From an optimization exercise on the open Yosys and OpenROAD flow, aimed at small area; shortcuts taken in it are not production practice. Only simulation tests tie the RTL to the original design; equivalence was not proved. The clock port is modelled as an ideal driver; clocking choices that lean on that would not hold on a real chip.

==> flow/design.v <==
module pp_core (
    input  wire         clk,
    input  wire         rst,
    input  wire         cmd_valid,
    output wire         cmd_ready,
    input  wire [3:0]   cmd_code,
    input  wire [271:0] cmd_arg,
    output reg          rsp_valid,
    output reg  [1:0]   rsp_status,
    output wire [65:0]  rsp_data,
    output reg          tx_open_req,
    input  wire         tx_open_ack,
    input  wire         tx_open_ok,
    output reg          tx_wr_valid,
    output wire [31:0]  tx_wr_data,
    input  wire         tx_done,
    input  wire         tx_fail,
    output reg          tx_close,
    output wire [1:0]   phase,
    output wire [2:0]   err,
    output wire [1:0]   dstate
);
    localparam C_PARH   = 4'h1, C_PAR32 = 4'h2, C_ENCW  = 4'h3, C_TOBYTES = 4'h4,
               C_COUNT  = 4'h5, C_CMASK = 4'h6, C_PACKH = 4'h7, C_PACKB   = 4'h8,
               C_ENCPAT = 4'h9, C_LOAD  = 4'hA, C_START = 4'hB, C_LEN     = 4'hC,
               C_GET    = 4'hD, C_TICK  = 4'hE, C_STOP  = 4'hF;
    localparam PH_BUILD = 2'd0, PH_PLAY = 2'd1, PH_STOPPED = 2'd2, PH_HALT = 2'd3;
    localparam ST_OK = 2'd0, ST_REFUSED = 2'd1, ST_ERROR = 2'd2;
    localparam E_NONE = 3'd0, E_CONFIG = 3'd1, E_OPEN = 3'd2, E_WRITE = 3'd3, E_INDEX = 3'd4;
    reg  [511:0] cat;
    reg  [6:0]  cat_len;
    reg  [5:0]  cursor;
    reg  [1:0]  cnt_hi;               
    reg  [1:0]  cnt_lo;               
    reg  [1:0]  phase_r;
    reg  [2:0]  err_r;
    reg         stop_req;
    reg         wr_hdr;               
    reg         wr_body;              
    reg         open_wait;            
    reg  [31:0] rw;                   
    reg  [7:0]  rc;                   
    reg         f_low;                
    reg         f_ent;                
    reg         f_tick;               
    assign phase  = phase_r;
    assign err    = err_r;
    assign dstate = cnt_hi;
    wire busy = wr_hdr | wr_body;
    assign cmd_ready = !rst && !open_wait && (!busy || cmd_code == C_STOP);
    wire   accept    = cmd_valid && cmd_ready;
    wire [31:0] w = cmd_arg[31:0];
    wire        p_lo, p_hi;           
    wire        p_w  = p_lo ^ p_hi;
    wire [8:0]  count;
    pp_popcnt u_pop (.s(cmd_arg[255:0]), .c(count), .p_lo(p_lo), .p_hi(p_hi));
    wire [3:0]  code_eff = busy ? C_TICK : cmd_code;
    wire        sel_cur = code_eff[3] & code_eff[2] & code_eff[1];
    wire        sel_pp  = code_eff[0] & ~code_eff[2];
    wire [15:0] pm = sel_cur ? {10'd0, cursor} : sel_pp ? cmd_arg[271:256] : cmd_arg[15:0];
    wire [2:0]  m3oh;
    wire        id_par;
    pp_mod3 u_m3 (.p(pm), .oh(m3oh), .par8(id_par));
    wire [8:0]  mask = {{3{m3oh[2]}}, {3{m3oh[1]}}, {3{m3oh[0]}}};
    wire [31:0] body = {pm[7:0], mask, 14'd0, ~id_par};
    wire [5:0]  slot;
    wire [6:0]  sc;
    pp_ha a_s0 (.a(cat_len[0]), .b(~pm[0]), .s(slot[0]), .co(sc[1]));
    genvar gi;
    generate
        for (gi = 1; gi < 6; gi = gi + 1) begin : g_slot
            pp_fa a_s (.a(cat_len[gi]), .b(~pm[gi]), .c(sc[gi]), .s(slot[gi]), .co(sc[gi+1]));
        end
    endgenerate
    wire        slot_neg = ~(cat_len[6] | sc[6]);
    wire [7:0]  rd;
    pp_rdmux u_rd (.d(cat), .a(slot), .q(rd));
    wire        get_bad = slot_neg | (|cmd_arg[15:6]);
    wire [1:0]  cnt_lo_nx = (cnt_lo == 2'd2) ? 2'd0 : cnt_lo + 2'd1;
    wire [1:0]  cnt_hi_nx = (cnt_lo != 2'd2) ? cnt_hi : (cnt_hi == 2'd2) ? 2'd0 : cnt_hi + 2'd1;
    wire [5:0]  cursor_inc;
    wire [5:0]  cic;
    assign cursor_inc[0] = ~cursor[0];
    assign cic[1] = cursor[0];
    generate
        for (gi = 1; gi < 5; gi = gi + 1) begin : g_cinc
            pp_ha a_c (.a(cursor[gi]), .b(cic[gi]), .s(cursor_inc[gi]), .co(cic[gi+1]));
        end
    endgenerate
    assign cursor_inc[5] = cursor[5] ^ cic[5];
    wire [5:0]  cursor_nx = (slot == 6'd0) ? 6'd0 : cursor_inc;
    wire [6:0]  len_inc;
    wire [6:0]  lic;
    assign len_inc[0] = ~cat_len[0];
    assign lic[1] = cat_len[0];
    generate
        for (gi = 1; gi < 6; gi = gi + 1) begin : g_linc
            pp_ha a_l (.a(cat_len[gi]), .b(lic[gi]), .s(len_inc[gi]), .co(lic[gi+1]));
        end
    endgenerate
    assign len_inc[6] = cat_len[6] ^ lic[6];
    reg [31:0] rw_nx;
    always @* begin
        case (code_eff)
            C_PARH:    rw_nx = {30'd0, p_hi, p_lo};
            C_PAR32:   rw_nx = {31'd0, p_w};
            C_ENCW:    rw_nx = {w[31:1], w[0] ^ p_w};
            C_TOBYTES: rw_nx = w;
            C_COUNT:   rw_nx = {23'd0, count};
            C_CMASK:   rw_nx = {23'd0, mask};
            C_PACKH:   rw_nx = {4'hF, cmd_arg[7:0], 20'h42000};
            C_PACKB:   rw_nx = {cmd_arg[7:0], cmd_arg[16:8], 15'd0};
            C_LOAD:    rw_nx = {25'd0, cat_len[6] ? 7'd1 : cat_len};
            C_START:   rw_nx = {29'd0, E_CONFIG};
            C_LEN:     rw_nx = {25'd0, cat_len};
            C_GET:     rw_nx = get_bad ? {29'd0, E_INDEX} : body;
            default:   rw_nx = body;              
        endcase
    end
    wire [31:0] hdr = {4'hF, rc, 20'h42000} | {31'd0, ^rc};
    wire [31:0] tbody = rw & 32'hFFFF8001;
    assign rsp_data = ({66{f_low}}  & {34'd0, rw})
                    | ({66{f_ent}}  & {2'd0, hdr, 32'd0})
                    | ({66{f_tick}} & {hdr, tbody, cnt_hi});
    assign tx_wr_data = wr_body ? tbody : hdr;
    always @(posedge clk) begin
        rw <= open_wait ? {29'd0, E_OPEN} : rw_nx;
        rc <= code_eff[2] ? rd : count[7:0];
    end
    always @(posedge clk) begin
        f_low  <= 1'b0;
        f_ent  <= 1'b0;
        f_tick <= 1'b0;
        if (open_wait) begin
            f_low <= !tx_open_ok;
        end else if (accept) begin
            case (cmd_code)
                C_PARH, C_PAR32, C_ENCW, C_TOBYTES, C_COUNT, C_CMASK, C_PACKH, C_PACKB, C_LEN:
                    f_low <= 1'b1;
                C_ENCPAT: begin
                    f_low <= 1'b1;
                    f_ent <= 1'b1;
                end
                C_LOAD:  f_low <= phase_r == PH_BUILD;
                C_START: f_low <= phase_r == PH_BUILD && cat_len == 7'd0;
                C_GET: begin
                    f_low <= 1'b1;
                    f_ent <= !get_bad;
                end
                C_TICK:  f_tick <= phase_r == PH_PLAY && !stop_req;
                default: ;
            endcase
        end
    end
    always @(posedge clk) begin
        rsp_status <= ST_OK;
        if (rst) begin
            cat_len     <= 7'd0;
            cursor      <= 6'd0;
            cnt_hi      <= 2'd0;
            cnt_lo      <= 2'd0;
            phase_r     <= PH_BUILD;
            err_r       <= E_NONE;
            stop_req    <= 1'b0;
            wr_hdr      <= 1'b0;
            wr_body     <= 1'b0;
            open_wait   <= 1'b0;
            rsp_valid   <= 1'b0;
            tx_open_req <= 1'b0;
            tx_wr_valid <= 1'b0;
            tx_close    <= 1'b0;
        end else begin
            rsp_valid   <= 1'b0;
            tx_open_req <= 1'b0;
            tx_wr_valid <= 1'b0;
            tx_close    <= 1'b0;
            if (open_wait) begin
                if (tx_open_ack) begin
                    open_wait <= 1'b0;
                    rsp_valid <= 1'b1;
                    if (tx_open_ok) begin
                        cursor     <= 6'd0;
                        cnt_hi     <= 2'd0;
                        cnt_lo     <= 2'd0;
                        phase_r    <= PH_PLAY;
                        rsp_status <= ST_OK;
                    end else begin
                        if (err_r == E_NONE) err_r <= E_OPEN;
                        phase_r    <= PH_HALT;
                        rsp_status <= ST_ERROR;
                    end
                end
            end else if (busy) begin
                if (tx_done) begin
                    wr_hdr  <= 1'b0;
                    wr_body <= 1'b0;
                    if (wr_body) cursor <= cursor_nx;
                    if (tx_fail) begin
                        if (err_r == E_NONE) err_r <= E_WRITE;
                        tx_close <= 1'b1;           
                        phase_r  <= PH_HALT;
                    end else if (wr_hdr) begin
                        tx_wr_valid <= 1'b1;
                        wr_body     <= 1'b1;
                    end
                end
            end
            if (accept) begin
                rsp_valid  <= 1'b1;
                rsp_status <= ST_OK;
                case (cmd_code)
                    C_LOAD: begin
                        if (phase_r != PH_BUILD) begin
                            rsp_status <= ST_REFUSED;
                        end else if (cat_len[6]) begin
                            if (err_r == E_NONE) err_r <= E_CONFIG;
                            phase_r    <= PH_HALT;
                            rsp_status <= ST_ERROR;
                        end else begin
                            cat_len <= len_inc;
                        end
                    end
                    C_START: begin
                        if (phase_r != PH_BUILD) begin
                            rsp_status <= ST_REFUSED;
                        end else if (cat_len == 7'd0) begin
                            if (err_r == E_NONE) err_r <= E_CONFIG;
                            phase_r    <= PH_HALT;
                            rsp_status <= ST_ERROR;
                        end else begin
                            rsp_valid   <= 1'b0;
                            tx_open_req <= 1'b1;
                            open_wait   <= 1'b1;
                        end
                    end
                    C_GET: begin
                        if (get_bad) begin
                            if (err_r == E_NONE) err_r <= E_INDEX;
                            if (phase_r == PH_PLAY) tx_close <= 1'b1;
                            phase_r    <= PH_HALT;
                            rsp_status <= ST_ERROR;
                        end
                    end
                    C_TICK: begin
                        if (phase_r != PH_PLAY) begin
                            rsp_status <= ST_REFUSED;
                        end else if (stop_req) begin
                            tx_close <= 1'b1;
                            phase_r  <= PH_STOPPED;
                        end else begin
                            cnt_hi      <= cnt_hi_nx;
                            cnt_lo      <= cnt_lo_nx;
                            tx_wr_valid <= 1'b1;
                            wr_hdr      <= 1'b1;
                        end
                    end
                    C_STOP:    stop_req <= 1'b1;
                    4'h0:      rsp_status <= ST_REFUSED;    
                    default: ;
                endcase
            end
        end
    end
    always @(posedge clk) begin
        if (!rst && accept && cmd_code == C_LOAD && phase_r == PH_BUILD && !cat_len[6])
            cat <= {cat[503:0], count[7:0]};
    end
endmodule
module pp_rdmux (input wire [511:0] d, input wire [5:0] a, output wire [7:0] q);
    wire [7:0] col = 8'd1 << a[2:0];
    wire [7:0] row = 8'd1 << a[5:3];
    genvar h, b, l;
    generate
        for (b = 0; b < 8; b = b + 1) begin : g_bit
            wire [7:0] grp;
            for (h = 0; h < 8; h = h + 1) begin : g_grp
                wire [7:0] dd;
                for (l = 0; l < 8; l = l + 1) begin : g_l
                    assign dd[l] = d[64*h + 8*l + b];
                end
                pp_ao8 u_g (.d(dd), .s(col), .q(grp[h]));
            end
            pp_ao8 u_r (.d(grp), .s(row), .q(q[b]));
        end
    endgenerate
endmodule
module pp_ao8 (input wire [7:0] d, input wire [7:0] s, output wire q);
    wire n0, n1;
    pp_aoi222 u0 (.a(d[2:0]), .s(s[2:0]), .y(n0));
    pp_aoi222 u1 (.a(d[5:3]), .s(s[5:3]), .y(n1));
    assign q = ~(n0 & n1) | (d[6] & s[6]) | (d[7] & s[7]);
endmodule
module pp_aoi222 (input wire [2:0] a, input wire [2:0] s, output wire y);
    assign y = ~((a[0] & s[0]) | (a[1] & s[1]) | (a[2] & s[2]));
endmodule
module pp_mod3 (input wire [15:0] p, output wire [2:0] oh, output wire par8);
    wire s1a, c1a, s1b, c1b, s2a, c2a, s2b, c2b;
    pp_fa f0 (.a(p[0]),  .b(p[2]),  .c(p[4]),  .s(s1a), .co(c1a));
    pp_fa f1 (.a(p[8]),  .b(p[10]), .c(p[12]), .s(s1b), .co(c1b));
    pp_fa f2 (.a(p[1]),  .b(p[3]),  .c(p[5]),  .s(s2a), .co(c2a));
    pp_fa f3 (.a(p[9]),  .b(p[11]), .c(p[13]), .s(s2b), .co(c2b));
    assign par8 = s1a ^ s2a ^ p[6] ^ p[7];
    wire x1, y1, x2, y2, z1, t1, z2, t2;
    pp_fa f4 (.a(s1a), .b(s1b), .c(p[6]), .s(x1), .co(y1));
    pp_fa f5 (.a(p[14]), .b(c2a), .c(c2b), .s(x2), .co(y2));
    pp_fa f6 (.a(c1a), .b(c1b), .c(s2a), .s(z1), .co(t1));
    pp_fa f7 (.a(s2b), .b(p[7]), .c(p[15]), .s(z2), .co(t2));
    wire u1, v1, u2, v2;
    pp_fa f8 (.a(x1), .b(x2), .c(t1), .s(u1), .co(v1));
    pp_fa f9 (.a(y1), .b(y2), .c(z1), .s(u2), .co(v2));
    wire a, b, c, d;
    pp_fa f10 (.a(u1), .b(t2), .c(v2), .s(a), .co(b));
    pp_fa f11 (.a(v1), .b(u2), .c(z2), .s(c), .co(d));
    wire e, f, g, h;
    pp_ha h0 (.a(a), .b(d), .s(e), .co(f));
    pp_fa f12 (.a(b), .b(c), .c(f), .s(g), .co(h));
    assign oh[0] = (~e & ~h & ~g) | ((e ^ h) & g);
    assign oh[1] = ((e ^ h) & ~g) | (e & h & g);
    assign oh[2] = (e & h & ~g) | (~e & ~h & g);
endmodule
module pp_popcnt (input wire [255:0] s, output wire [8:0] c, output wire p_lo, output wire p_hi);
  wire n257, n258;
  pp_fa un257 (.a(s[0]), .b(s[1]), .c(s[2]), .s(n257), .co(n258));
  wire n259, n260;
  pp_fa un259 (.a(s[3]), .b(s[4]), .c(s[5]), .s(n259), .co(n260));
  wire n261, n262;
  pp_fa un261 (.a(s[6]), .b(s[7]), .c(s[8]), .s(n261), .co(n262));
  wire n263, n264;
  pp_fa un263 (.a(s[9]), .b(s[10]), .c(s[11]), .s(n263), .co(n264));
  wire n265, n266;
  pp_fa un265 (.a(s[12]), .b(s[13]), .c(s[14]), .s(n265), .co(n266));
  wire n267, n268;
  pp_fa un267 (.a(s[15]), .b(n257), .c(n259), .s(n267), .co(n268));
  wire n269, n270;
  pp_fa un269 (.a(n261), .b(n263), .c(n265), .s(n269), .co(n270));
  wire n271, n272;
  pp_ha un271 (.a(n267), .b(n269), .s(n271), .co(n272));
  wire n273, n274;
  pp_fa un273 (.a(s[16]), .b(s[17]), .c(s[18]), .s(n273), .co(n274));
  wire n275, n276;
  pp_fa un275 (.a(s[19]), .b(s[20]), .c(s[21]), .s(n275), .co(n276));
  wire n277, n278;
  pp_fa un277 (.a(s[22]), .b(s[23]), .c(s[24]), .s(n277), .co(n278));
  wire n279, n280;
  pp_fa un279 (.a(s[25]), .b(s[26]), .c(s[27]), .s(n279), .co(n280));
  wire n281, n282;
  pp_fa un281 (.a(s[28]), .b(s[29]), .c(s[30]), .s(n281), .co(n282));
  wire n283, n284;
  pp_fa un283 (.a(s[31]), .b(n273), .c(n275), .s(n283), .co(n284));
  wire n285, n286;
  pp_fa un285 (.a(n277), .b(n279), .c(n281), .s(n285), .co(n286));
  wire n287, n288;
  pp_ha un287 (.a(n283), .b(n285), .s(n287), .co(n288));
  wire n289, n290;
  pp_fa un289 (.a(s[32]), .b(s[33]), .c(s[34]), .s(n289), .co(n290));
  wire n291, n292;
  pp_fa un291 (.a(s[35]), .b(s[36]), .c(s[37]), .s(n291), .co(n292));
  wire n293, n294;
  pp_fa un293 (.a(s[38]), .b(s[39]), .c(s[40]), .s(n293), .co(n294));
  wire n295, n296;
  pp_fa un295 (.a(s[41]), .b(s[42]), .c(s[43]), .s(n295), .co(n296));
  wire n297, n298;
  pp_fa un297 (.a(s[44]), .b(s[45]), .c(s[46]), .s(n297), .co(n298));
  wire n299, n300;
  pp_fa un299 (.a(s[47]), .b(s[48]), .c(s[49]), .s(n299), .co(n300));
  wire n301, n302;
  pp_fa un301 (.a(s[50]), .b(s[51]), .c(s[52]), .s(n301), .co(n302));
  wire n303, n304;
  pp_fa un303 (.a(s[53]), .b(s[54]), .c(s[55]), .s(n303), .co(n304));
  wire n305, n306;
  pp_fa un305 (.a(s[56]), .b(s[57]), .c(s[58]), .s(n305), .co(n306));
  wire n307, n308;
  pp_fa un307 (.a(s[59]), .b(s[60]), .c(s[61]), .s(n307), .co(n308));
  wire n309, n310;
  pp_fa un309 (.a(s[62]), .b(s[63]), .c(s[64]), .s(n309), .co(n310));
  wire n311, n312;
  pp_fa un311 (.a(s[65]), .b(s[66]), .c(s[67]), .s(n311), .co(n312));
  wire n313, n314;
  pp_fa un313 (.a(s[68]), .b(s[69]), .c(s[70]), .s(n313), .co(n314));
  wire n315, n316;
  pp_fa un315 (.a(s[71]), .b(s[72]), .c(s[73]), .s(n315), .co(n316));
  wire n317, n318;
  pp_fa un317 (.a(s[74]), .b(s[75]), .c(s[76]), .s(n317), .co(n318));
  wire n319, n320;
  pp_fa un319 (.a(s[77]), .b(s[78]), .c(s[79]), .s(n319), .co(n320));
  wire n321, n322;
  pp_fa un321 (.a(s[80]), .b(s[81]), .c(s[82]), .s(n321), .co(n322));
  wire n323, n324;
  pp_fa un323 (.a(s[83]), .b(s[84]), .c(s[85]), .s(n323), .co(n324));
  wire n325, n326;
  pp_fa un325 (.a(s[86]), .b(s[87]), .c(s[88]), .s(n325), .co(n326));
  wire n327, n328;
  pp_fa un327 (.a(s[89]), .b(s[90]), .c(s[91]), .s(n327), .co(n328));
  wire n329, n330;
  pp_fa un329 (.a(s[92]), .b(s[93]), .c(s[94]), .s(n329), .co(n330));
  wire n331, n332;
  pp_fa un331 (.a(s[95]), .b(s[96]), .c(s[97]), .s(n331), .co(n332));
  wire n333, n334;
  pp_fa un333 (.a(s[98]), .b(s[99]), .c(s[100]), .s(n333), .co(n334));
  wire n335, n336;
  pp_fa un335 (.a(s[101]), .b(s[102]), .c(s[103]), .s(n335), .co(n336));
  wire n337, n338;
  pp_fa un337 (.a(s[104]), .b(s[105]), .c(s[106]), .s(n337), .co(n338));
  wire n339, n340;
  pp_fa un339 (.a(s[107]), .b(s[108]), .c(s[109]), .s(n339), .co(n340));
  wire n341, n342;
  pp_fa un341 (.a(s[110]), .b(s[111]), .c(s[112]), .s(n341), .co(n342));
  wire n343, n344;
  pp_fa un343 (.a(s[113]), .b(s[114]), .c(s[115]), .s(n343), .co(n344));
  wire n345, n346;
  pp_fa un345 (.a(s[116]), .b(s[117]), .c(s[118]), .s(n345), .co(n346));
  wire n347, n348;
  pp_fa un347 (.a(s[119]), .b(s[120]), .c(s[121]), .s(n347), .co(n348));
  wire n349, n350;
  pp_fa un349 (.a(s[122]), .b(s[123]), .c(s[124]), .s(n349), .co(n350));
  wire n351, n352;
  pp_fa un351 (.a(s[125]), .b(s[126]), .c(s[127]), .s(n351), .co(n352));
  wire n353, n354;
  pp_fa un353 (.a(s[128]), .b(s[129]), .c(s[130]), .s(n353), .co(n354));
  wire n355, n356;
  pp_fa un355 (.a(s[131]), .b(s[132]), .c(s[133]), .s(n355), .co(n356));
  wire n357, n358;
  pp_fa un357 (.a(s[134]), .b(s[135]), .c(s[136]), .s(n357), .co(n358));
  wire n359, n360;
  pp_fa un359 (.a(s[137]), .b(s[138]), .c(s[139]), .s(n359), .co(n360));
  wire n361, n362;
  pp_fa un361 (.a(s[140]), .b(s[141]), .c(s[142]), .s(n361), .co(n362));
  wire n363, n364;
  pp_fa un363 (.a(s[143]), .b(s[144]), .c(s[145]), .s(n363), .co(n364));
  wire n365, n366;
  pp_fa un365 (.a(s[146]), .b(s[147]), .c(s[148]), .s(n365), .co(n366));
  wire n367, n368;
  pp_fa un367 (.a(s[149]), .b(s[150]), .c(s[151]), .s(n367), .co(n368));
  wire n369, n370;
  pp_fa un369 (.a(s[152]), .b(s[153]), .c(s[154]), .s(n369), .co(n370));
  wire n371, n372;
  pp_fa un371 (.a(s[155]), .b(s[156]), .c(s[157]), .s(n371), .co(n372));
  wire n373, n374;
  pp_fa un373 (.a(s[158]), .b(s[159]), .c(s[160]), .s(n373), .co(n374));
  wire n375, n376;
  pp_fa un375 (.a(s[161]), .b(s[162]), .c(s[163]), .s(n375), .co(n376));
  wire n377, n378;
  pp_fa un377 (.a(s[164]), .b(s[165]), .c(s[166]), .s(n377), .co(n378));
  wire n379, n380;
  pp_fa un379 (.a(s[167]), .b(s[168]), .c(s[169]), .s(n379), .co(n380));
  wire n381, n382;
  pp_fa un381 (.a(s[170]), .b(s[171]), .c(s[172]), .s(n381), .co(n382));
  wire n383, n384;
  pp_fa un383 (.a(s[173]), .b(s[174]), .c(s[175]), .s(n383), .co(n384));
  wire n385, n386;
  pp_fa un385 (.a(s[176]), .b(s[177]), .c(s[178]), .s(n385), .co(n386));
  wire n387, n388;
  pp_fa un387 (.a(s[179]), .b(s[180]), .c(s[181]), .s(n387), .co(n388));
  wire n389, n390;
  pp_fa un389 (.a(s[182]), .b(s[183]), .c(s[184]), .s(n389), .co(n390));
  wire n391, n392;
  pp_fa un391 (.a(s[185]), .b(s[186]), .c(s[187]), .s(n391), .co(n392));
  wire n393, n394;
  pp_fa un393 (.a(s[188]), .b(s[189]), .c(s[190]), .s(n393), .co(n394));
  wire n395, n396;
  pp_fa un395 (.a(s[191]), .b(s[192]), .c(s[193]), .s(n395), .co(n396));
  wire n397, n398;
  pp_fa un397 (.a(s[194]), .b(s[195]), .c(s[196]), .s(n397), .co(n398));
  wire n399, n400;
  pp_fa un399 (.a(s[197]), .b(s[198]), .c(s[199]), .s(n399), .co(n400));
  wire n401, n402;
  pp_fa un401 (.a(s[200]), .b(s[201]), .c(s[202]), .s(n401), .co(n402));
  wire n403, n404;
  pp_fa un403 (.a(s[203]), .b(s[204]), .c(s[205]), .s(n403), .co(n404));
  wire n405, n406;
  pp_fa un405 (.a(s[206]), .b(s[207]), .c(s[208]), .s(n405), .co(n406));
  wire n407, n408;
  pp_fa un407 (.a(s[209]), .b(s[210]), .c(s[211]), .s(n407), .co(n408));
  wire n409, n410;
  pp_fa un409 (.a(s[212]), .b(s[213]), .c(s[214]), .s(n409), .co(n410));
  wire n411, n412;
  pp_fa un411 (.a(s[215]), .b(s[216]), .c(s[217]), .s(n411), .co(n412));
  wire n413, n414;
  pp_fa un413 (.a(s[218]), .b(s[219]), .c(s[220]), .s(n413), .co(n414));
  wire n415, n416;
  pp_fa un415 (.a(s[221]), .b(s[222]), .c(s[223]), .s(n415), .co(n416));
  wire n417, n418;
  pp_fa un417 (.a(s[224]), .b(s[225]), .c(s[226]), .s(n417), .co(n418));
  wire n419, n420;
  pp_fa un419 (.a(s[227]), .b(s[228]), .c(s[229]), .s(n419), .co(n420));
  wire n421, n422;
  pp_fa un421 (.a(s[230]), .b(s[231]), .c(s[232]), .s(n421), .co(n422));
  wire n423, n424;
  pp_fa un423 (.a(s[233]), .b(s[234]), .c(s[235]), .s(n423), .co(n424));
  wire n425, n426;
  pp_fa un425 (.a(s[236]), .b(s[237]), .c(s[238]), .s(n425), .co(n426));
  wire n427, n428;
  pp_fa un427 (.a(s[239]), .b(s[240]), .c(s[241]), .s(n427), .co(n428));
  wire n429, n430;
  pp_fa un429 (.a(s[242]), .b(s[243]), .c(s[244]), .s(n429), .co(n430));
  wire n431, n432;
  pp_fa un431 (.a(s[245]), .b(s[246]), .c(s[247]), .s(n431), .co(n432));
  wire n433, n434;
  pp_fa un433 (.a(s[248]), .b(s[249]), .c(s[250]), .s(n433), .co(n434));
  wire n435, n436;
  pp_fa un435 (.a(s[251]), .b(s[252]), .c(s[253]), .s(n435), .co(n436));
  wire n437, n438;
  pp_fa un437 (.a(s[254]), .b(s[255]), .c(n289), .s(n437), .co(n438));
  wire n439, n440;
  pp_fa un439 (.a(n291), .b(n293), .c(n295), .s(n439), .co(n440));
  wire n441, n442;
  pp_fa un441 (.a(n297), .b(n299), .c(n301), .s(n441), .co(n442));
  wire n443, n444;
  pp_fa un443 (.a(n303), .b(n305), .c(n307), .s(n443), .co(n444));
  wire n445, n446;
  pp_fa un445 (.a(n309), .b(n311), .c(n313), .s(n445), .co(n446));
  wire n447, n448;
  pp_fa un447 (.a(n315), .b(n317), .c(n319), .s(n447), .co(n448));
  wire n449, n450;
  pp_fa un449 (.a(n321), .b(n323), .c(n325), .s(n449), .co(n450));
  wire n451, n452;
  pp_fa un451 (.a(n327), .b(n329), .c(n331), .s(n451), .co(n452));
  wire n453, n454;
  pp_fa un453 (.a(n333), .b(n335), .c(n337), .s(n453), .co(n454));
  wire n455, n456;
  pp_fa un455 (.a(n339), .b(n341), .c(n343), .s(n455), .co(n456));
  wire n457, n458;
  pp_fa un457 (.a(n345), .b(n347), .c(n349), .s(n457), .co(n458));
  wire n459, n460;
  pp_fa un459 (.a(n351), .b(n353), .c(n355), .s(n459), .co(n460));
  wire n461, n462;
  pp_fa un461 (.a(n357), .b(n359), .c(n361), .s(n461), .co(n462));
  wire n463, n464;
  pp_fa un463 (.a(n363), .b(n365), .c(n367), .s(n463), .co(n464));
  wire n465, n466;
  pp_fa un465 (.a(n369), .b(n371), .c(n373), .s(n465), .co(n466));
  wire n467, n468;
  pp_fa un467 (.a(n375), .b(n377), .c(n379), .s(n467), .co(n468));
  wire n469, n470;
  pp_fa un469 (.a(n381), .b(n383), .c(n385), .s(n469), .co(n470));
  wire n471, n472;
  pp_fa un471 (.a(n387), .b(n389), .c(n391), .s(n471), .co(n472));
  wire n473, n474;
  pp_fa un473 (.a(n393), .b(n395), .c(n397), .s(n473), .co(n474));
  wire n475, n476;
  pp_fa un475 (.a(n399), .b(n401), .c(n403), .s(n475), .co(n476));
  wire n477, n478;
  pp_fa un477 (.a(n405), .b(n407), .c(n409), .s(n477), .co(n478));
  wire n479, n480;
  pp_fa un479 (.a(n411), .b(n413), .c(n415), .s(n479), .co(n480));
  wire n481, n482;
  pp_fa un481 (.a(n417), .b(n419), .c(n421), .s(n481), .co(n482));
  wire n483, n484;
  pp_fa un483 (.a(n423), .b(n425), .c(n427), .s(n483), .co(n484));
  wire n485, n486;
  pp_fa un485 (.a(n429), .b(n431), .c(n433), .s(n485), .co(n486));
  wire n487, n488;
  pp_fa un487 (.a(n435), .b(n437), .c(n439), .s(n487), .co(n488));
  wire n489, n490;
  pp_fa un489 (.a(n441), .b(n443), .c(n445), .s(n489), .co(n490));
  wire n491, n492;
  pp_fa un491 (.a(n447), .b(n449), .c(n451), .s(n491), .co(n492));
  wire n493, n494;
  pp_fa un493 (.a(n453), .b(n455), .c(n457), .s(n493), .co(n494));
  wire n495, n496;
  pp_fa un495 (.a(n459), .b(n461), .c(n463), .s(n495), .co(n496));
  wire n497, n498;
  pp_fa un497 (.a(n465), .b(n467), .c(n469), .s(n497), .co(n498));
  wire n499, n500;
  pp_fa un499 (.a(n471), .b(n473), .c(n475), .s(n499), .co(n500));
  wire n501, n502;
  pp_fa un501 (.a(n477), .b(n479), .c(n481), .s(n501), .co(n502));
  wire n503, n504;
  pp_fa un503 (.a(n483), .b(n485), .c(n271), .s(n503), .co(n504));
  wire n505, n506;
  pp_fa un505 (.a(n287), .b(n487), .c(n489), .s(n505), .co(n506));
  wire n507, n508;
  pp_fa un507 (.a(n491), .b(n493), .c(n495), .s(n507), .co(n508));
  wire n509, n510;
  pp_fa un509 (.a(n497), .b(n499), .c(n501), .s(n509), .co(n510));
  wire n511, n512;
  pp_fa un511 (.a(n503), .b(n505), .c(n507), .s(n511), .co(n512));
  wire n513, n514;
  pp_ha un513 (.a(n509), .b(n511), .s(n513), .co(n514));
  wire n515, n516;
  pp_fa un515 (.a(n258), .b(n260), .c(n262), .s(n515), .co(n516));
  wire n517, n518;
  pp_fa un517 (.a(n264), .b(n266), .c(n274), .s(n517), .co(n518));
  wire n519, n520;
  pp_fa un519 (.a(n276), .b(n278), .c(n280), .s(n519), .co(n520));
  wire n521, n522;
  pp_fa un521 (.a(n282), .b(n290), .c(n292), .s(n521), .co(n522));
  wire n523, n524;
  pp_fa un523 (.a(n294), .b(n296), .c(n298), .s(n523), .co(n524));
  wire n525, n526;
  pp_fa un525 (.a(n300), .b(n302), .c(n304), .s(n525), .co(n526));
  wire n527, n528;
  pp_fa un527 (.a(n306), .b(n308), .c(n310), .s(n527), .co(n528));
  wire n529, n530;
  pp_fa un529 (.a(n312), .b(n314), .c(n316), .s(n529), .co(n530));
  wire n531, n532;
  pp_fa un531 (.a(n318), .b(n320), .c(n322), .s(n531), .co(n532));
  wire n533, n534;
  pp_fa un533 (.a(n324), .b(n326), .c(n328), .s(n533), .co(n534));
  wire n535, n536;
  pp_fa un535 (.a(n330), .b(n332), .c(n334), .s(n535), .co(n536));
  wire n537, n538;
  pp_fa un537 (.a(n336), .b(n338), .c(n340), .s(n537), .co(n538));
  wire n539, n540;
  pp_fa un539 (.a(n342), .b(n344), .c(n346), .s(n539), .co(n540));
  wire n541, n542;
  pp_fa un541 (.a(n348), .b(n350), .c(n352), .s(n541), .co(n542));
  wire n543, n544;
  pp_fa un543 (.a(n354), .b(n356), .c(n358), .s(n543), .co(n544));
  wire n545, n546;
  pp_fa un545 (.a(n360), .b(n362), .c(n364), .s(n545), .co(n546));
  wire n547, n548;
  pp_fa un547 (.a(n366), .b(n368), .c(n370), .s(n547), .co(n548));
  wire n549, n550;
  pp_fa un549 (.a(n372), .b(n374), .c(n376), .s(n549), .co(n550));
  wire n551, n552;
  pp_fa un551 (.a(n378), .b(n380), .c(n382), .s(n551), .co(n552));
  wire n553, n554;
  pp_fa un553 (.a(n384), .b(n386), .c(n388), .s(n553), .co(n554));
  wire n555, n556;
  pp_fa un555 (.a(n390), .b(n392), .c(n394), .s(n555), .co(n556));
  wire n557, n558;
  pp_fa un557 (.a(n396), .b(n398), .c(n400), .s(n557), .co(n558));
  wire n559, n560;
  pp_fa un559 (.a(n402), .b(n404), .c(n406), .s(n559), .co(n560));
  wire n561, n562;
  pp_fa un561 (.a(n408), .b(n410), .c(n412), .s(n561), .co(n562));
  wire n563, n564;
  pp_fa un563 (.a(n414), .b(n416), .c(n418), .s(n563), .co(n564));
  wire n565, n566;
  pp_fa un565 (.a(n420), .b(n422), .c(n424), .s(n565), .co(n566));
  wire n567, n568;
  pp_fa un567 (.a(n426), .b(n428), .c(n430), .s(n567), .co(n568));
  wire n569, n570;
  pp_fa un569 (.a(n432), .b(n434), .c(n436), .s(n569), .co(n570));
  wire n571, n572;
  pp_fa un571 (.a(n268), .b(n270), .c(n284), .s(n571), .co(n572));
  wire n573, n574;
  pp_fa un573 (.a(n286), .b(n438), .c(n440), .s(n573), .co(n574));
  wire n575, n576;
  pp_fa un575 (.a(n442), .b(n444), .c(n446), .s(n575), .co(n576));
  wire n577, n578;
  pp_fa un577 (.a(n448), .b(n450), .c(n452), .s(n577), .co(n578));
  wire n579, n580;
  pp_fa un579 (.a(n454), .b(n456), .c(n458), .s(n579), .co(n580));
  wire n581, n582;
  pp_fa un581 (.a(n460), .b(n462), .c(n464), .s(n581), .co(n582));
  wire n583, n584;
  pp_fa un583 (.a(n466), .b(n468), .c(n470), .s(n583), .co(n584));
  wire n585, n586;
  pp_fa un585 (.a(n472), .b(n474), .c(n476), .s(n585), .co(n586));
  wire n587, n588;
  pp_fa un587 (.a(n478), .b(n480), .c(n482), .s(n587), .co(n588));
  wire n589, n590;
  pp_fa un589 (.a(n484), .b(n486), .c(n515), .s(n589), .co(n590));
  wire n591, n592;
  pp_fa un591 (.a(n517), .b(n519), .c(n521), .s(n591), .co(n592));
  wire n593, n594;
  pp_fa un593 (.a(n523), .b(n525), .c(n527), .s(n593), .co(n594));
  wire n595, n596;
  pp_fa un595 (.a(n529), .b(n531), .c(n533), .s(n595), .co(n596));
  wire n597, n598;
  pp_fa un597 (.a(n535), .b(n537), .c(n539), .s(n597), .co(n598));
  wire n599, n600;
  pp_fa un599 (.a(n541), .b(n543), .c(n545), .s(n599), .co(n600));
  wire n601, n602;
  pp_fa un601 (.a(n547), .b(n549), .c(n551), .s(n601), .co(n602));
  wire n603, n604;
  pp_fa un603 (.a(n553), .b(n555), .c(n557), .s(n603), .co(n604));
  wire n605, n606;
  pp_fa un605 (.a(n559), .b(n561), .c(n563), .s(n605), .co(n606));
  wire n607, n608;
  pp_fa un607 (.a(n565), .b(n567), .c(n569), .s(n607), .co(n608));
  wire n609, n610;
  pp_fa un609 (.a(n272), .b(n288), .c(n488), .s(n609), .co(n610));
  wire n611, n612;
  pp_fa un611 (.a(n490), .b(n492), .c(n494), .s(n611), .co(n612));
  wire n613, n614;
  pp_fa un613 (.a(n496), .b(n498), .c(n500), .s(n613), .co(n614));
  wire n615, n616;
  pp_fa un615 (.a(n502), .b(n571), .c(n573), .s(n615), .co(n616));
  wire n617, n618;
  pp_fa un617 (.a(n575), .b(n577), .c(n579), .s(n617), .co(n618));
  wire n619, n620;
  pp_fa un619 (.a(n581), .b(n583), .c(n585), .s(n619), .co(n620));
  wire n621, n622;
  pp_fa un621 (.a(n587), .b(n589), .c(n591), .s(n621), .co(n622));
  wire n623, n624;
  pp_fa un623 (.a(n593), .b(n595), .c(n597), .s(n623), .co(n624));
  wire n625, n626;
  pp_fa un625 (.a(n599), .b(n601), .c(n603), .s(n625), .co(n626));
  wire n627, n628;
  pp_fa un627 (.a(n605), .b(n607), .c(n609), .s(n627), .co(n628));
  wire n629, n630;
  pp_fa un629 (.a(n611), .b(n613), .c(n615), .s(n629), .co(n630));
  wire n631, n632;
  pp_fa un631 (.a(n617), .b(n619), .c(n621), .s(n631), .co(n632));
  wire n633, n634;
  pp_fa un633 (.a(n623), .b(n625), .c(n504), .s(n633), .co(n634));
  wire n635, n636;
  pp_fa un635 (.a(n506), .b(n508), .c(n510), .s(n635), .co(n636));
  wire n637, n638;
  pp_fa un637 (.a(n512), .b(n627), .c(n629), .s(n637), .co(n638));
  wire n639, n640;
  pp_fa un639 (.a(n631), .b(n633), .c(n635), .s(n639), .co(n640));
  wire n641, n642;
  pp_fa un641 (.a(n514), .b(n637), .c(n639), .s(n641), .co(n642));
  wire n643, n644;
  pp_fa un643 (.a(n516), .b(n518), .c(n520), .s(n643), .co(n644));
  wire n645, n646;
  pp_fa un645 (.a(n522), .b(n524), .c(n526), .s(n645), .co(n646));
  wire n647, n648;
  pp_fa un647 (.a(n528), .b(n530), .c(n532), .s(n647), .co(n648));
  wire n649, n650;
  pp_fa un649 (.a(n534), .b(n536), .c(n538), .s(n649), .co(n650));
  wire n651, n652;
  pp_fa un651 (.a(n540), .b(n542), .c(n544), .s(n651), .co(n652));
  wire n653, n654;
  pp_fa un653 (.a(n546), .b(n548), .c(n550), .s(n653), .co(n654));
  wire n655, n656;
  pp_fa un655 (.a(n552), .b(n554), .c(n556), .s(n655), .co(n656));
  wire n657, n658;
  pp_fa un657 (.a(n558), .b(n560), .c(n562), .s(n657), .co(n658));
  wire n659, n660;
  pp_fa un659 (.a(n564), .b(n566), .c(n568), .s(n659), .co(n660));
  wire n661, n662;
  pp_fa un661 (.a(n570), .b(n572), .c(n574), .s(n661), .co(n662));
  wire n663, n664;
  pp_fa un663 (.a(n576), .b(n578), .c(n580), .s(n663), .co(n664));
  wire n665, n666;
  pp_fa un665 (.a(n582), .b(n584), .c(n586), .s(n665), .co(n666));
  wire n667, n668;
  pp_fa un667 (.a(n588), .b(n590), .c(n592), .s(n667), .co(n668));
  wire n669, n670;
  pp_fa un669 (.a(n594), .b(n596), .c(n598), .s(n669), .co(n670));
  wire n671, n672;
  pp_fa un671 (.a(n600), .b(n602), .c(n604), .s(n671), .co(n672));
  wire n673, n674;
  pp_fa un673 (.a(n606), .b(n608), .c(n643), .s(n673), .co(n674));
  wire n675, n676;
  pp_fa un675 (.a(n645), .b(n647), .c(n649), .s(n675), .co(n676));
  wire n677, n678;
  pp_fa un677 (.a(n651), .b(n653), .c(n655), .s(n677), .co(n678));
  wire n679, n680;
  pp_fa un679 (.a(n657), .b(n659), .c(n661), .s(n679), .co(n680));
  wire n681, n682;
  pp_fa un681 (.a(n663), .b(n665), .c(n667), .s(n681), .co(n682));
  wire n683, n684;
  pp_fa un683 (.a(n669), .b(n671), .c(n673), .s(n683), .co(n684));
  wire n685, n686;
  pp_fa un685 (.a(n675), .b(n677), .c(n610), .s(n685), .co(n686));
  wire n687, n688;
  pp_fa un687 (.a(n612), .b(n614), .c(n616), .s(n687), .co(n688));
  wire n689, n690;
  pp_fa un689 (.a(n618), .b(n620), .c(n622), .s(n689), .co(n690));
  wire n691, n692;
  pp_fa un691 (.a(n624), .b(n626), .c(n628), .s(n691), .co(n692));
  wire n693, n694;
  pp_fa un693 (.a(n630), .b(n632), .c(n679), .s(n693), .co(n694));
  wire n695, n696;
  pp_fa un695 (.a(n681), .b(n683), .c(n634), .s(n695), .co(n696));
  wire n697, n698;
  pp_fa un697 (.a(n636), .b(n685), .c(n687), .s(n697), .co(n698));
  wire n699, n700;
  pp_fa un699 (.a(n689), .b(n638), .c(n691), .s(n699), .co(n700));
  wire n701, n702;
  pp_fa un701 (.a(n693), .b(n640), .c(n695), .s(n701), .co(n702));
  wire n703, n704;
  pp_fa un703 (.a(n697), .b(n699), .c(n642), .s(n703), .co(n704));
  wire n705, n706;
  pp_ha un705 (.a(n701), .b(n703), .s(n705), .co(n706));
  wire n707, n708;
  pp_fa un707 (.a(n644), .b(n646), .c(n648), .s(n707), .co(n708));
  wire n709, n710;
  pp_fa un709 (.a(n650), .b(n652), .c(n654), .s(n709), .co(n710));
  wire n711, n712;
  pp_fa un711 (.a(n656), .b(n658), .c(n660), .s(n711), .co(n712));
  wire n713, n714;
  pp_fa un713 (.a(n707), .b(n709), .c(n711), .s(n713), .co(n714));
  wire n715, n716;
  pp_fa un715 (.a(n662), .b(n664), .c(n666), .s(n715), .co(n716));
  wire n717, n718;
  pp_fa un717 (.a(n668), .b(n670), .c(n672), .s(n717), .co(n718));
  wire n719, n720;
  pp_fa un719 (.a(n674), .b(n676), .c(n678), .s(n719), .co(n720));
  wire n721, n722;
  pp_fa un721 (.a(n680), .b(n682), .c(n684), .s(n721), .co(n722));
  wire n723, n724;
  pp_fa un723 (.a(n713), .b(n715), .c(n717), .s(n723), .co(n724));
  wire n725, n726;
  pp_fa un725 (.a(n719), .b(n686), .c(n688), .s(n725), .co(n726));
  wire n727, n728;
  pp_fa un727 (.a(n690), .b(n692), .c(n694), .s(n727), .co(n728));
  wire n729, n730;
  pp_fa un729 (.a(n721), .b(n723), .c(n696), .s(n729), .co(n730));
  wire n731, n732;
  pp_fa un731 (.a(n698), .b(n725), .c(n700), .s(n731), .co(n732));
  wire n733, n734;
  pp_fa un733 (.a(n727), .b(n702), .c(n729), .s(n733), .co(n734));
  wire n735, n736;
  pp_fa un735 (.a(n731), .b(n704), .c(n733), .s(n735), .co(n736));
  wire n737, n738;
  pp_ha un737 (.a(n706), .b(n735), .s(n737), .co(n738));
  wire n739, n740;
  pp_fa un739 (.a(n708), .b(n710), .c(n712), .s(n739), .co(n740));
  wire n741, n742;
  pp_fa un741 (.a(n714), .b(n739), .c(n716), .s(n741), .co(n742));
  wire n743, n744;
  pp_fa un743 (.a(n718), .b(n720), .c(n722), .s(n743), .co(n744));
  wire n745, n746;
  pp_fa un745 (.a(n724), .b(n726), .c(n741), .s(n745), .co(n746));
  wire n747, n748;
  pp_fa un747 (.a(n728), .b(n743), .c(n730), .s(n747), .co(n748));
  wire n749, n750;
  pp_fa un749 (.a(n745), .b(n732), .c(n734), .s(n749), .co(n750));
  wire n751, n752;
  pp_fa un751 (.a(n747), .b(n736), .c(n749), .s(n751), .co(n752));
  wire n753, n754;
  pp_ha un753 (.a(n738), .b(n751), .s(n753), .co(n754));
  wire n755, n756;
  pp_fa un755 (.a(n740), .b(n742), .c(n744), .s(n755), .co(n756));
  wire n757, n758;
  pp_fa un757 (.a(n746), .b(n755), .c(n748), .s(n757), .co(n758));
  wire n759, n760;
  pp_fa un759 (.a(n750), .b(n757), .c(n752), .s(n759), .co(n760));
  wire n761, n762;
  pp_ha un761 (.a(n754), .b(n759), .s(n761), .co(n762));
  wire n763, n764;
  pp_fa un763 (.a(n756), .b(n758), .c(n760), .s(n763), .co(n764));
  wire n765, n766;
  pp_ha un765 (.a(n762), .b(n763), .s(n765), .co(n766));
  wire n767, n768;
  pp_ha un767 (.a(n764), .b(n766), .s(n767), .co(n768));
  assign c[0] = n513;
  assign c[1] = n641;
  assign c[2] = n705;
  assign c[3] = n737;
  assign c[4] = n753;
  assign c[5] = n761;
  assign c[6] = n765;
  assign c[7] = n767;
  assign c[8] = n768;
  assign p_lo = n271;
  assign p_hi = n287;
endmodule
module pp_fa (input wire a, input wire b, input wire c, output wire s, output wire co);
  assign s  = a ^ b ^ c;
  assign co = ~((~a & ~b) | (~a & ~c) | (~b & ~c));
endmodule
module pp_ha (input wire a, input wire b, output wire s, output wire co);
  assign s  = a ^ b;
  assign co = a & b;
endmodule
==> flow/flow/run.sh <==
#!/bin/bash
# The standard layout, with each port buffered by the smallest buffer
# (sky130_fd_sc_hd__buf_1) instead of the default clkdlybuf4s50_1, and clock
# tree synthesis without dummy balancing loads.
set -euo pipefail
export BUFFER_PORTS_ARGS="-buffer_cell sky130_fd_sc_hd__buf_1"
export CTS_ARGS="-sink_clustering_enable -repair_clock_nets -sink_clustering_size 30 -sink_clustering_max_diameter 150 -dont_use_dummy_load"
bash standard.sh finish > flow_standard.log 2>&1
==> flow/standard.sh <==
#!/bin/bash
# synth_recipe.tcl (not shown) runs the flow's synth.tcl, then flattens the netlist and writes it again
# the make line also repeats each setting of config.mk as NAME=value (left out here)
make -C /OpenROAD-flow-scripts/flow DESIGN_CONFIG=/design/flow/config.mk WORK_HOME=/design/flow/orfs CLKGATE_MAP_FILE= SYNTH_SCRIPT=/design/flow/synth_recipe.tcl "${@:-finish}"
==> flow/config.mk <==
export PLATFORM = sky130hd
export DESIGN_NAME = pp_core
export DESIGN_NICKNAME = pp_core
export VERILOG_FILES = /design/flow/design.v
export SDC_FILE = /design/flow/constraint.sdc
export NUM_CORES = 4
export LEC_CHECK = 0
export CAP_MARGIN = 20
export CORE_MARGIN = 2
export CORE_UTILIZATION = 40
export CTS_CLUSTER_DIAMETER = 150
export CTS_CLUSTER_SIZE = 30
export PLACE_DENSITY = 0.6
export SLEW_MARGIN = 20
export SYNTH_HIERARCHICAL = 1
==> flow/constraint.sdc <==
create_clock -name core_clock -period 12.0 [get_ports {clk}]
set_input_delay 2.4000 -clock core_clock [delete_from_list [all_inputs] [get_ports {clk}]]
set_output_delay 2.4000 -clock core_clock [all_outputs]
set_load 0.01 [all_outputs]
==> results.txt <==
-- final timing paths --
path	end	cells past startpoint	startpoint	slack [ns]
setup reg to reg	rc[6]	14	wr_body	5.36
hold / removal	cat[78]	0	cat[70]	0.43
setup / recovery	rw[7]	17	cmd_arg[1]	2.92
hold reg to reg	cat[78]	0	cat[70]	0.43
-- cell usage in the layout (no fill, tap or decap), types with 15 or more instances in the layout --
| cell | synthesis | routed |
|---|---|---|
| ha_1 | 22 | 22 |
| nand3_1 | 82 | 82 |
| nor2_1 | 36 | 36 |
| a222oi_1 | 155 | 155 |
| inv_1 | 15 | 15 |
| conb_1 | 1 | 27 |
| dfxtp_1 | 75 | 73 |
| fa_1 | 265 | 265 |
| nand2_1 | 64 | 64 |
| edfxtp_1 | 512 | 512 |
| clkbuf_16 | 0 | 23 |
| buf_4 | 44 | 28 |
| buf_1 | 3 | 367 |
| a21oi_1 | 46 | 46 |
| a22o_1 | 29 | 29 |
| a22oi_1 | 77 | 77 |
| and2_1 | 24 | 24 |
| mux2_2 | 21 | 21 |
-- cells by family after synthesis --
logic type	share of synthesized area, %
AO/OA/AOI/OAI	11.2
flip-flops	60.0
buffers and inverters	1.90
multiplexers	0.877
adder cells (fa/ha/maj)	19.8
XOR/XNOR	0.374
AND/OR/NAND/NOR	5.78
other	0.0133
-- registers in the layout, indices dropped and copies added (netlist names), 3 cells and up --
signal	flops
cat	512
cursor	6
err_r	3
rw	32
rc	8
cat_len	7
-- Yosys stat by module, one instance, submodules excluded --
module / cells inside / flip-flops and latches / copies in the design / cell area, sq um
pp_ao8: 2 / 0 / 72 / 12.5
pp_aoi222: 1 / 0 / 144 / 10.0
pp_core: 1066 / 587 / 1 / 19900
pp_fa: 1 / 0 / 265 / 20.0
pp_ha: 1 / 0 / 20 / 12.5
pp_mod3: 10 / 0 / 1 / 92.6
pp_popcnt: 9 / 0 / 1 / 67.6
pp_rdmux: 16 / 0 / 1 / 130
-- critical path, delay by kind of cell --
family / cells / cell delay (ns)
AO/OA/AOI/OAI: 1 / 0.41
adder cells (fa/ha/maj): 14 / 6.41
buffers and inverters: 1 / 0.23
AND/OR/NAND/NOR: 1 / 0.08
-- area by class of cell --
| class | instances | area share, % |
|---|---|---|
| Tap cell | 940 | 3.77 |
| Multi-Input combinational cell | 1020 | 34.8 |
| Timing Repair Buffer | 398 | 5.26 |
| Sequential cell | 587 | 54.1 |
| Clock buffer | 23 | 1.85 |
| Antenna cell | 3 | 0.0241 |
| Inverter | 15 | 0.181 |
-- metal layers --
layer | wire length, um | GRT usage (%) | up-vias | share of wire, %
li1 | - | - | 7414 | -
met3 | 6990 | 3.97 | 120 | 8.6
met4 | 2420 | 6.37 | 8 | 3.0
met1 | 30000 | 27.8 | 8978 | 37
met2 | 41600 | 38.4 | 922 | 51
met5 | 52 | 0 | - | 0.064
-- through the flow --
step | utilization, % | area [sq um] | cells | hold WS (ns)
final | 44.7 | 31200 | 2986 | 0.433
after global routing | 44.7 | 31200 | 2983 | 0.427
after CTS | 44.7 | 31200 | 2983 | 0.423
after detailed placement | 43.8 | 30600 | 2960 | 0.431
after global placement | 43.8 | 30600 | 2960 | 0.430
after floorplan | - | 28200 | 1700 | 0.426
==> flow_summary.toml <==
[outcome]
status = "complete, no violations"

[global_routing]
grt_start_max_net_pins = 192
grt_pass1_wl_mm = 120
gr-total-overflow = 0
grt_pass1_vias = 18500
antenna_found_initial = 9
grt_usage_pct = 21.9

[synthesis]
synth_warnings = 7
synthMostInstantiatedCell = "edfxtp_1"
netlist_area_sq_um = 28100
syn_avg_cell_area_sq_um = 16.8
synthFlopType = "edfxtp_1"
seq_area_frac_synth_pct = 60.0
yosysTopAreaCell = "edfxtp_1"
synthTopCellsByArea = "edfxtp_1 55%, fa_1 19%, a222oi_1 5.5%"
syn_inst = 1674
synth_cell_types = 72
yosysTopAreaCellShare_pct = 54.7
synth_edf_count = 512
ys_async_sr_fraction_pct = 0
ys_ff_latch = 587
synth_common_cells = "512 x edfxtp_1, 265 x fa_1, 155 x a222oi_1"

[timing]
slew_headroom_pct = 28.2
worst_pin_slew_ns = 1.08
final-setup-viol-count = 0
fin_ws_ns = 2.92
finalCriticalPeriod_ns = 9.08
clock-skew-final_ns = 0.0555
period_share_pct = 75.7
hold_viol = 0
tns_ns = 0
rsz0062_at_grt = "no"
slew_violations = 0
fmax_mhz = 110

[worst_setup_path]
startpoint_type = "input pin"
path_cells = "buf_1, fa_1, fa_1, fa_1, fa_1, fa_1, fa_1, fa_1, fa_1, fa_1, fa_1, fa_1, fa_1, ha_1, ha_1, a222oi_1, nor2_1"
worstPathArrival_ns = 9.55
timing.critical_path.fanout_max = 5
path_class = "input pin to flop"
cpMaxStageDelayCell = "fa_1"
crit_top_cell = "fa_1"
cp-end-kind = "flop"
required_ns = 12.47
max_stage_delay_ns = 0.57

[floorplan]
die-area_sq_um = 72400
core_area_sq_um = 69800
die_w_um = 269
num_rows = 97
die_h_um = 269
ios = 395
initial_core_util_pct = 40.3

[cells_and_area]
fillerInstances = 6232
regArea_sq_um = 16900
syn_to_final_growth_pct = 10.9
fin_nets = 2615
layout-drive-gt1-share_pct = 5.14
multi_input_area_sq_um = 10800

[clock_network]
cts_buffer_depth = 3
root_buffer = "clkbuf_16"
cts_tree = "yes"
post-cts-setup-buffer-count = 0
cts_buffers = 23
cts.reportedPaths.clkPinSlew_ns = 0.12
hold_buffers = 0
insertion_delay_ns = 0.59
cts.sink_count = 587
htree_levels = 1
post_cts_resize_count = 0

[detailed_routing]
first_pass_iters = 11
vias = 17400
wl_per_cell_um = 27.2
wirelength_mm = 81.1
drt_iter0_drc = 2437
vias_per_cell = 5.84
ant_nets = 0
drc_errors = 0

[worst_hold_path]
hold_class = "flop to flop"

[placement]
post-dp-hpwl_mm = 58.5
port_buffers = 367
place_worst_setup_slack_ns = 2.26
finalWeightedCongestion = 0.935

[job]
maxCapViolCount = 0

==> afterwards: timing with drivers on the ports <==
No port has a modelled driver above. Below, the same layout with a new extraction and two added sets of constraints.
Step 1, drivers: a clkbuf_16 drives clk and a buf_2 each remaining input, both assumed.
Step 2 adds t to the input delays and takes it off the output delays; t is the mean of the earliest and latest rising clock arrival at the registers after step 1. Input paths then give back, and output paths get back, about the clock's delay inside the block.
a / b / c = ideal ports / drivers / drivers and shift; a / b = the first two.
shift t [ns]: 0.616
setup slack, ns: 2.918 / 2.929 / 2.313
worst slew at a driven data input, ns: 0.12
After both steps setup and hold are still met in this run. For this run, drivers alone change the setup slack by +0.011 ns; drivers and shift together by -0.605 ns.
